Background: an optimization exercise with open tools, aiming at small area, a short achievable clock period and few clock cycles. Do not read the settings as production practice.
Function not checked in this run: the RTL went through the layout flow alone.

<file path="flow/constraint.sdc">
create_clock -name core_clock -period 12.0 [get_ports {clk}]
set_input_delay 2.4000 -clock core_clock [delete_from_list [all_inputs] [get_ports {clk}]]
set_output_delay 2.4000 -clock core_clock [all_outputs]
set_load 0.01 [all_outputs]
</file>
<file path="flow/config.mk">
export PLATFORM = sky130hd
export DESIGN_NAME = hlfc_tx
export DESIGN_NICKNAME = hlfc_tx
export VERILOG_FILES = /design/flow/design.v
export SDC_FILE = /design/flow/constraint.sdc
export NUM_CORES = 4
export LEC_CHECK = 0
export CAP_MARGIN = 20
export CORE_MARGIN = 2
export CORE_UTILIZATION = 40
export SLEW_MARGIN = 20
</file>
<file path="flow/run.sh">
#!/bin/bash
# synth_recipe.tcl (not shown) runs the flow's synth.tcl, then flattens the netlist and writes it again
# the make line also repeats each setting of config.mk as NAME=value (left out here)
make -C /OpenROAD-flow-scripts/flow DESIGN_CONFIG=/design/flow/config.mk WORK_HOME=/design/flow/orfs CLKGATE_MAP_FILE= SYNTH_SCRIPT=/design/flow/synth_recipe.tcl finish
</file>
<file path="flow/design.v">
module hlfc_tx (
    input  wire        clk,
    input  wire        rst,
    input  wire        cmd_valid,
    output wire        cmd_ready,
    input  wire        cmd_write,
    input  wire [7:0]  cmd_unit,
    input  wire [3:0]  cmd_area,
    input  wire [7:0]  cmd_bank,
    input  wire [15:0] cmd_begin,
    input  wire [15:0] cmd_count,
    output wire        sts_valid,
    output wire [7:0]  sts_code,
    input  wire        wd_valid,
    output wire        wd_ready,
    input  wire [15:0] wd_data,
    output wire        tx_valid,
    input  wire        tx_ready,
    output wire [7:0]  tx_data,
    output wire        tx_last
);
    localparam [3:0] S_IDLE = 4'd0;
    localparam [3:0] S_AT   = 4'd1;
    localparam [3:0] S_U1   = 4'd2;
    localparam [3:0] S_U0   = 4'd3;
    localparam [3:0] S_RW   = 4'd4;
    localparam [3:0] S_LET  = 4'd5;
    localparam [3:0] S_BK1  = 4'd6;
    localparam [3:0] S_BK0  = 4'd7;
    localparam [3:0] S_BG   = 4'd8;
    localparam [3:0] S_CT   = 4'd9;
    localparam [3:0] S_DAT  = 4'd10;
    localparam [3:0] S_F1   = 4'd11;
    localparam [3:0] S_F0   = 4'd12;
    localparam [3:0] S_STAR = 4'd13;
    localparam [3:0] S_CR   = 4'd14;
    function [6:0] hexc;
        input [3:0] d;
        hexc = (d < 4'd10) ? (7'h30 + {3'd0, d}) : (7'h37 + {3'd0, d});
    endfunction
    function [3:0] add3;
        input [3:0] d;
        add3 = (d >= 4'd5) ? d + 4'd3 : d;
    endfunction
    function [15:0] bcd_dec4;
        input [15:0] v;
        reg b;
        integer k;
        begin
            b = 1'b1;
            for (k = 0; k < 4; k = k + 1) begin
                if (b) begin
                    if (v[4*k +: 4] == 4'd0) begin
                        bcd_dec4[4*k +: 4] = 4'd9;
                    end else begin
                        bcd_dec4[4*k +: 4] = v[4*k +: 4] - 4'd1;
                        b = 1'b0;
                    end
                end else
                    bcd_dec4[4*k +: 4] = v[4*k +: 4];
            end
        end
    endfunction
    function [13:0] max_addr;
        input [2:0] tag;
        case (tag)
            3'd0: max_addr = 14'd6143;
            3'd1: max_addr = 14'd199;
            3'd2: max_addr = 14'd511;
            3'd3: max_addr = 14'd4095;
            3'd4: max_addr = 14'd4095;
            3'd5: max_addr = 14'd9999;
            3'd6: max_addr = 14'd959;
            default: max_addr = 14'd9999;
        endcase
    endfunction
    function [13:0] max_qty;
        input [2:0] tag;
        case (tag)
            3'd0: max_qty = 14'd6144;
            3'd1: max_qty = 14'd200;
            3'd2: max_qty = 14'd512;
            3'd3: max_qty = 14'd2048;
            3'd4: max_qty = 14'd2048;
            3'd5: max_qty = 14'd9999;
            3'd6: max_qty = 14'd960;
            default: max_qty = 14'd9999;
        endcase
    endfunction
    function [6:0] letter;
        input [2:0] tag;
        case (tag)
            3'd0: letter = 7'h52;    
            3'd1: letter = 7'h4C;    
            3'd2: letter = 7'h48;    
            3'd3: letter = 7'h43;    
            3'd4: letter = 7'h47;    
            3'd5: letter = 7'h44;    
            3'd6: letter = 7'h4A;    
            default: letter = 7'h45;  
        endcase
    endfunction
    reg        tx_v, tx_l;
    reg [6:0]  tx_d;
    reg [7:0]  fcs;
    reg [3:0]  st;
    reg [1:0]  idx;
    reg        first, last;
    reg [5:0]  chunk;           
    reg        freeq;           
    reg        c_write;
    reg [2:0]  c_area;
    reg [3:0]  c_bank;
    reg [4:0]  c_unit;
    reg [15:0] bg;              
    reg [15:0] ct;              
    reg [15:0] wbuf;
    reg        wfull;
    reg        wrdy;
    reg [1:0]  sc;              
    reg [3:0]  sbit;
    reg        gt_b, eq_b, gt_c, eq_c, nz;
    reg        bad, unk;
    reg        crdy;
    reg        sv;
    reg [1:0]  scode;
    assign cmd_ready = crdy;
    assign sts_valid = sv;
    assign sts_code  = {3'b000, scode[1], 3'b000, scode[0]};
    assign wd_ready  = wrdy;
    assign tx_valid  = tx_v;
    assign tx_data   = {1'b0, tx_d};
    assign tx_last   = tx_l;
    wire bb = cmd_begin[sbit];
    wire cb = cmd_count[sbit];
    wire [13:0] ka = max_addr(c_area);
    wire [13:0] kq = max_qty(c_area);
    wire ka_b = ka[sbit];
    wire kq_b = kq[sbit];
    wire first_step = (sbit == 4'd9);
    wire [3:0] top_b = bg[3:0];
    wire [3:0] top_c = ct[3:0];
    wire gtb_in = first_step ? (top_b > ka[13:10]) : gt_b;
    wire eqb_in = first_step ? (top_b == ka[13:10]) : eq_b;
    wire gtc_in = first_step ? (top_c > kq[13:10]) : gt_c;
    wire eqc_in = first_step ? (top_c == kq[13:10]) : eq_c;
    wire nz_in  = first_step ? (top_c != 4'd0) : nz;
    wire rejected = unk | bad | gt_b | gt_c | ~nz;
    wire take     = crdy;
    wire take_ok = take & ~rejected;
    wire [3:0] stc = take_ok ? S_AT : st;
    wire tx_free = ~tx_v | tx_ready;
    wire wd_fire = wd_valid & wrdy;
    wire [3:0] u_tens = (c_unit >= 5'd30) ? 4'd3 : (c_unit >= 5'd20) ? 4'd2 :
                        (c_unit >= 5'd10) ? 4'd1 : 4'd0;
    wire [4:0] u_ones5 = c_unit - {u_tens[1:0], 3'b000} - {u_tens[2:0], 1'b0};
    wire [3:0] u_ones = u_ones5[3:0];
    wire [7:0] fcs_x = fcs ^ {1'b0, tx_d};
    wire [15:0] wsrc = wfull ? wbuf : wd_data;
    wire fst    = first | take_ok;
    wire cap31  = ~fst;
    wire lastd  = (ct[15:8] == 8'd0) &&
                  ((ct[7:4] <= 4'd2) || (cap31 && ct[7:4] == 4'd3 && ct[3:1] == 3'd0));
    wire [5:0] chunkd = lastd ? ct[5:0] : (cap31 ? 6'h31 : 6'h29);
    reg        have;
    reg [6:0]  nb;
    reg [3:0]  nst;
    reg [1:0]  nidx;
    reg        fx;         
    reg        fz;         
    reg        set_chunk, word_done;
    always @(*) begin
        have = 1'b1;
        nb   = 7'h0D;
        nst  = stc;
        nidx = 2'd0;
        fx = 1'b0; fz = 1'b0;
        set_chunk = 1'b0; word_done = 1'b0;
        case (stc)
            S_IDLE: have = 1'b0;
            S_AT: begin
                nb = 7'h40; fz = 1'b1;
                nst = fst ? S_U1 : S_DAT;
                set_chunk = ~fst;
            end
            S_U1:  begin nb = {3'b011, u_tens}; fx = 1'b1; nst = S_U0; end
            S_U0:  begin nb = {3'b011, u_ones}; fx = 1'b1; nst = S_RW; end
            S_RW:  begin nb = c_write ? 7'h57 : 7'h52; fx = 1'b1; nst = S_LET; end
            S_LET: begin nb = letter(c_area); fx = 1'b1;
                         nst = (c_area == 3'd7) ? S_BK1 : S_BG; end
            S_BK1: begin nb = 7'h30; fx = 1'b1; nst = S_BK0; end
            S_BK0: begin nb = hexc(c_bank); fx = 1'b1; nst = S_BG; end
            S_BG: begin
                nb = {3'b011, bg[4*(3-idx) +: 4]}; fx = 1'b1;
                nidx = idx + 2'd1;
                if (idx == 2'd3) begin
                    nst = c_write ? S_DAT : S_CT;
                    set_chunk = c_write;
                end
            end
            S_CT: begin
                nb = {3'b011, ct[4*(3-idx) +: 4]}; fx = 1'b1;
                nidx = idx + 2'd1;
                if (idx == 2'd3) nst = S_F1;
            end
            S_DAT: begin
                have = wfull | wd_fire;
                nb = hexc(wsrc[4*(3-idx) +: 4]); fx = 1'b1;
                nidx = idx + 2'd1;
                if (idx == 2'd3) begin
                    word_done = 1'b1;
                    if (chunk == 6'h01) nst = S_F1;
                end
            end
            S_F1:   begin nb = hexc(fcs_x[7:4]); fx = 1'b1; nst = S_F0; end
            S_F0:   begin nb = hexc(fcs[3:0]); nst = last ? S_STAR : S_CR; end
            S_STAR: begin nb = 7'h2A; nst = S_CR; end
            default: begin nb = 7'h0D; nst = last ? S_IDLE : S_AT; end
        endcase
    end
    wire adv = tx_free & have;
    wire [3:0] st_n = adv ? nst : stc;
    wire idle_next = (st_n == S_IDLE);
    always @(posedge clk) begin
        if (rst) begin
            st    <= S_IDLE;
            tx_v  <= 1'b0;
            freeq <= 1'b1;
            wfull <= 1'b0;
            wrdy  <= 1'b0;
            sc    <= 2'd0;
            crdy  <= 1'b0;
            sv    <= 1'b0;
        end else begin
            if (tx_free) begin
                tx_v <= have;
                if (have) begin
                    tx_d <= nb;
                    tx_l <= (stc == S_CR);
                end
            end
            if (adv) begin
                st  <= nst;
                idx <= nidx;
                if (fz) fcs <= 8'h00;
                else if (fx) fcs <= fcs_x;
                if (stc == S_CR) first <= 1'b0;
                if (set_chunk) begin
                    last  <= lastd;
                    chunk <= chunkd;
                    if (lastd) freeq <= 1'b1;
                end
                if (stc == S_CT && idx == 2'd3) freeq <= 1'b1;
                if (word_done) begin
                    chunk <= (chunk[3:0] == 4'd0) ? {chunk[5:4] - 2'd1, 4'd9}
                                                  : {chunk[5:4], chunk[3:0] - 4'd1};
                    if (!last) ct <= bcd_dec4(ct);
                end
            end else begin
                st <= stc;
            end
            if (take_ok) begin
                first <= 1'b1;
                last  <= 1'b1;
                freeq <= 1'b0;
            end
            if (wd_fire) begin
                wbuf  <= wd_data;
                wfull <= 1'b1;
            end else if (adv && word_done) begin
                wfull <= 1'b0;
            end
            wrdy <= (st_n == S_DAT) && ((adv ? nidx : idx) == 2'd0) &&
                    !(wd_fire || (wfull && !(adv && word_done)));
            sv   <= take;
            crdy <= 1'b0;
            if (take) begin
                scode <= {rejected, unk};
                sc    <= 2'd0;
            end else if (sc == 2'd0) begin
                if (freeq && cmd_valid) begin
                    sc      <= 2'd1;
                    sbit    <= 4'd9;
                    c_write <= cmd_write;
                    c_area  <= cmd_area[2:0];
                    c_bank  <= cmd_bank[3:0];
                    c_unit  <= cmd_unit[4:0];
                    unk     <= cmd_area[3];
                    bad     <= (cmd_unit[7:5] != 3'd0) || (cmd_begin[15:14] != 2'd0) ||
                               (cmd_count[15:14] != 2'd0) ||
                               (cmd_area == 4'd7 && cmd_bank > 8'd12);
                    bg      <= {12'd0, cmd_begin[13:10]};
                    ct      <= {12'd0, cmd_count[13:10]};
                end
            end else if (sc == 2'd1) begin
                bg <= {bg[14:12], add3(bg[11:8]), add3(bg[7:4]), add3(bg[3:0]), bb};
                ct <= {ct[14:12], add3(ct[11:8]), add3(ct[7:4]), add3(ct[3:0]), cb};
                gt_b <= gtb_in | (eqb_in & bb & ~ka_b);
                eq_b <= eqb_in & (bb == ka_b);
                gt_c <= gtc_in | (eqc_in & cb & ~kq_b);
                eq_c <= eqc_in & (cb == kq_b);
                nz   <= nz_in | cb;
                sbit <= sbit - 4'd1;
                if (sbit == 4'd0) sc <= 2'd2;
            end else begin
                crdy <= !crdy && (rejected || idle_next);
            end
        end
    end
endmodule
</file>
==> impl_metrics.ini <==
[setup_path]
crit_fanout = 20
rr_worst_depth = 8
worstPathRequired_ps = 12000
end_kind = flip-flop
crit_arrival_ps = 4680
reg2reg_from = idx[0]
cp-endpoint = fcs[4]
start_kind = input port
reg2reg_slack_ps = 8790
crit_start = rst
crit_type = input port to flip-flop
r2r-end = ct[15]

[power_and_ir_drop]
sequentialPowerShare_pct = 49.8
leakagePower_nw = 3.28
p_switching_mw = 0.268
ir_drop_v = 0.0000776
comb_power_share_pct = 17.4
total_power_mw = 0.938
pwr_density_cell_nw_per_um2 = 102
swShare_pct = 28.6
intPower_mw = 0.669
p_clk_share_pct = 32.8

[detailed_routing]
drt_iter0_drc = 643
vias_per_cell = 5.61
vias = 6418
met1_length_um = 9150
dr_wl_met2_um = 9290
drt-total-wl_um = 20000
highest_layer = met4
drc = 0
drtAntennaViolNets = 0
first_pass_iters = 6
wl_per_cell_um = 17.5
wl_met3_um = 1280

[timing]
slew_headroom_pct = 36.4
fmax_ghz = 0.214
slew_viol_final = 0
finalHoldViolations = 0
setup_viol = 0
finalClockSkew_ps = 11.4
fin_crit_sh_pct = 39.0
grt_setup_unrepaired = false
setup_ws_ps = 7320
tns_ps = 0
hold_ws_ps = 479
worst_pin_slew_ps = 949
fin_crit_ps = 4680

[synthesis]
ys_async_sr_fraction_pct = 0
netlist_area_um2 = 7790
yosys.area_share.simple_pct = 17.4
synth_top_family_by_area = simple AND/OR/NAND/NOR gates
yosysTopAreaCell = edfxtp_1
ys_ff_latch = 111
synthFlopType = edfxtp_1
synth_area_leaders = edfxtp_1 (38%), mux4_2 (6.4%), ha_1 (5.8%)
synthCells = 814
synthAdderAreaFrac_pct = 5.78
ys_types = 70
synth-xor-area-share_pct = 3.71
syn_avg_cell_area_um2 = 9.57
muxShareOfSynthArea_pct = 9.79
yosys_warnings = 1
synth_top_area_share_pct = 38.2
synth_edf_count = 99
ys_seq_area_share_pct = 41.3
synth_compound_area_share_pct = 17.0

[grt]
grtUsageTotal_pct = 19.8
grt_pass1_vias = 5925
antenna_found_initial = 0
grt_overflow = 0
grt_max_degree = 31
grt_pass1_wl_um = 31600

[layout]
synthToLayoutAreaGrowth_pct = 17.7
fin_cells = 1145
drive_above_1_share_pct = 7.16
n_antenna_cell = 0
fill_cells = 1845
layout_common_cells = edfxtp_1 (99), clkdlybuf4s50_1 (87), nor2_1 (86)
fin_area_um2 = 9170
final_common_cell = edfxtp_1
nNetsFinal = 985
final_core_util_pct = 47.6

[placement]
io_buffers = 87
dp_hpwl_um = 14800
placed_cells = 1129
placed_cell_area_um2 = 8860
gp_congestion = 0.874
dp_slack_ps = 6910

[floorplanning]
start_util_pct = 40.4
die_x_um = 144
ios = 95
fp.coreArea_um2 = 19300
die_area_um2 = 20600
fp.dieH_um = 144
num_rows = 51

[cts]
cts_resized = 0
cts_root_buf = clkbuf_16
cts_tree = done
clock_path_buffers = 2
clk_latency_ps = 370
htreeDepth = 3
ctsHoldBuffers = 0
cts_buffers = 9
clk_pin_slew_ps = 80
cts_sinks = 111
postCtsSetupBuffers = 0

[run_status]
status = finished clean

[hold_path]
min_path_type = flip-flop to flip-flop

[job]
drv_cap = 0
[cells by family (layout without fill, tap and decap cells)]
family / after synthesis / count (layout)
other: 1 / 7
muxes: 48 / 48
buffers and inverters: 97 / 157
AOI/OAI and AO/OA: 211 / 211
DFF: 111 / 111
and+or+nand+nor: 277 / 277
adders and majority gates: 36 / 36
xor gates and xnor gates: 33 / 33
[how the worst min path moves through the flow]
| stage | end | cells past startpoint | start |
|---|---|---|---|
| 2_1_floorplan | scode[0] | 0 | unk |
| 4_1_cts | scode[0] | 0 | unk |
| 6_report | scode[0] | 0 | unk |
| 3_3_place_gp | scode[0] | 0 | unk |
| 5_1_grt | scode[0] | 0 | unk |
| 3_5_place_dp | scode[0] | 0 | unk |
[worst max-delay path, stage by stage]
cell,delay [ps]
clkdlybuf4s50_1,390
buf_4,220
inv_1,640
nand2_1,360
a31oi_1,660
[Yosys cell counts (all sizes together), types with 9 or more instances]
master and number:
ha 36, a21oi 66, o211ai 9, xnor2 23
o21ai 45, o22ai 12, a22oi 11, nand2b 12
nor2 87, buf 19, clkbuf 32, inv 46
xor2 10, mux4 22, nor3 25, mux2i 21
nand2 69, dfxtp 12, nand3 19, edfxtp 99
nor2b 22, a31oi 14
[layer usage]
layer / vias up / track usage (%)
met5: - / 0
met1: 3044 / 28.2
met2: 226 / 30.8
met3: 26 / 3.90
met4: 0 / 5.31
li1: 3122 / -
[power groups by stage]
stage	logic (mW)	registers [mW]	clock network, mW
global route	0.183	0.471	0.327
finish	0.163	0.467	0.308
floorplan	0.120	0.460	0
global placement	0.161	0.476	0
CTS	0.163	0.468	0.312
detailed placement	0.162	0.476	0
[layout make-up]
class / count / area, um^2 / area share [%]
well taps: 265 / 332 / 3.62
inverters: 46 / 173 / 1.88
clock inverters: 7 / 75.1 / 0.819
clock buffers: 9 / 225 / 2.46
repair buffers: 95 / 931 / 10.2
flip-flops and latches: 111 / 3210 / 35.1
multi-input cells: 612 / 4220 / 46.0
[sequential cells by signal (all words and copies together) (netlist names), 2 cells and up]
| register | count |
|---|---|
| bg | 16 |
| c_area | 3 |
| c_bank | 4 |
| c_unit | 5 |
| chunk | 6 |
| ct | 16 |
| fcs | 7 |
| idx | 2 |
| sbit | 4 |
| sc | 2 |
| scode | 2 |
| st | 4 |
| tx_d | 7 |
| wbuf | 16 |

-- afterwards: timing with drivers on the ports --
How much do the figures lean on ideal ports? The routed layout below was timed once more, with nothing changed but the port constraints.
Step 1 (the two cells are an assumption about what drives the block):
set clk [get_ports {clk}]
set_driving_cell -lib_cell sky130_fd_sc_hd__clkbuf_16 $clk
set_driving_cell -lib_cell sky130_fd_sc_hd__buf_2 [delete_from_list [all_inputs] $clk]
Step 2, shift: input delay + t, output delay - t, t = (earliest + latest rising clock arrival at the registers) / 2. This alone moves slack from input paths to output paths.
a / b / c = no drivers / after step 1 / after step 2; a / b = the first two.
shift t [ns]: 0.407
setup WS [ns]: 7.316 / 7.340 / 6.933
slew at the worst register clock pin (ns): 0.09 / 0.09
After both steps this run still meets setup and hold. For this run, drivers alone change the setup slack by +0.024 ns; drivers and shift together by -0.383 ns.
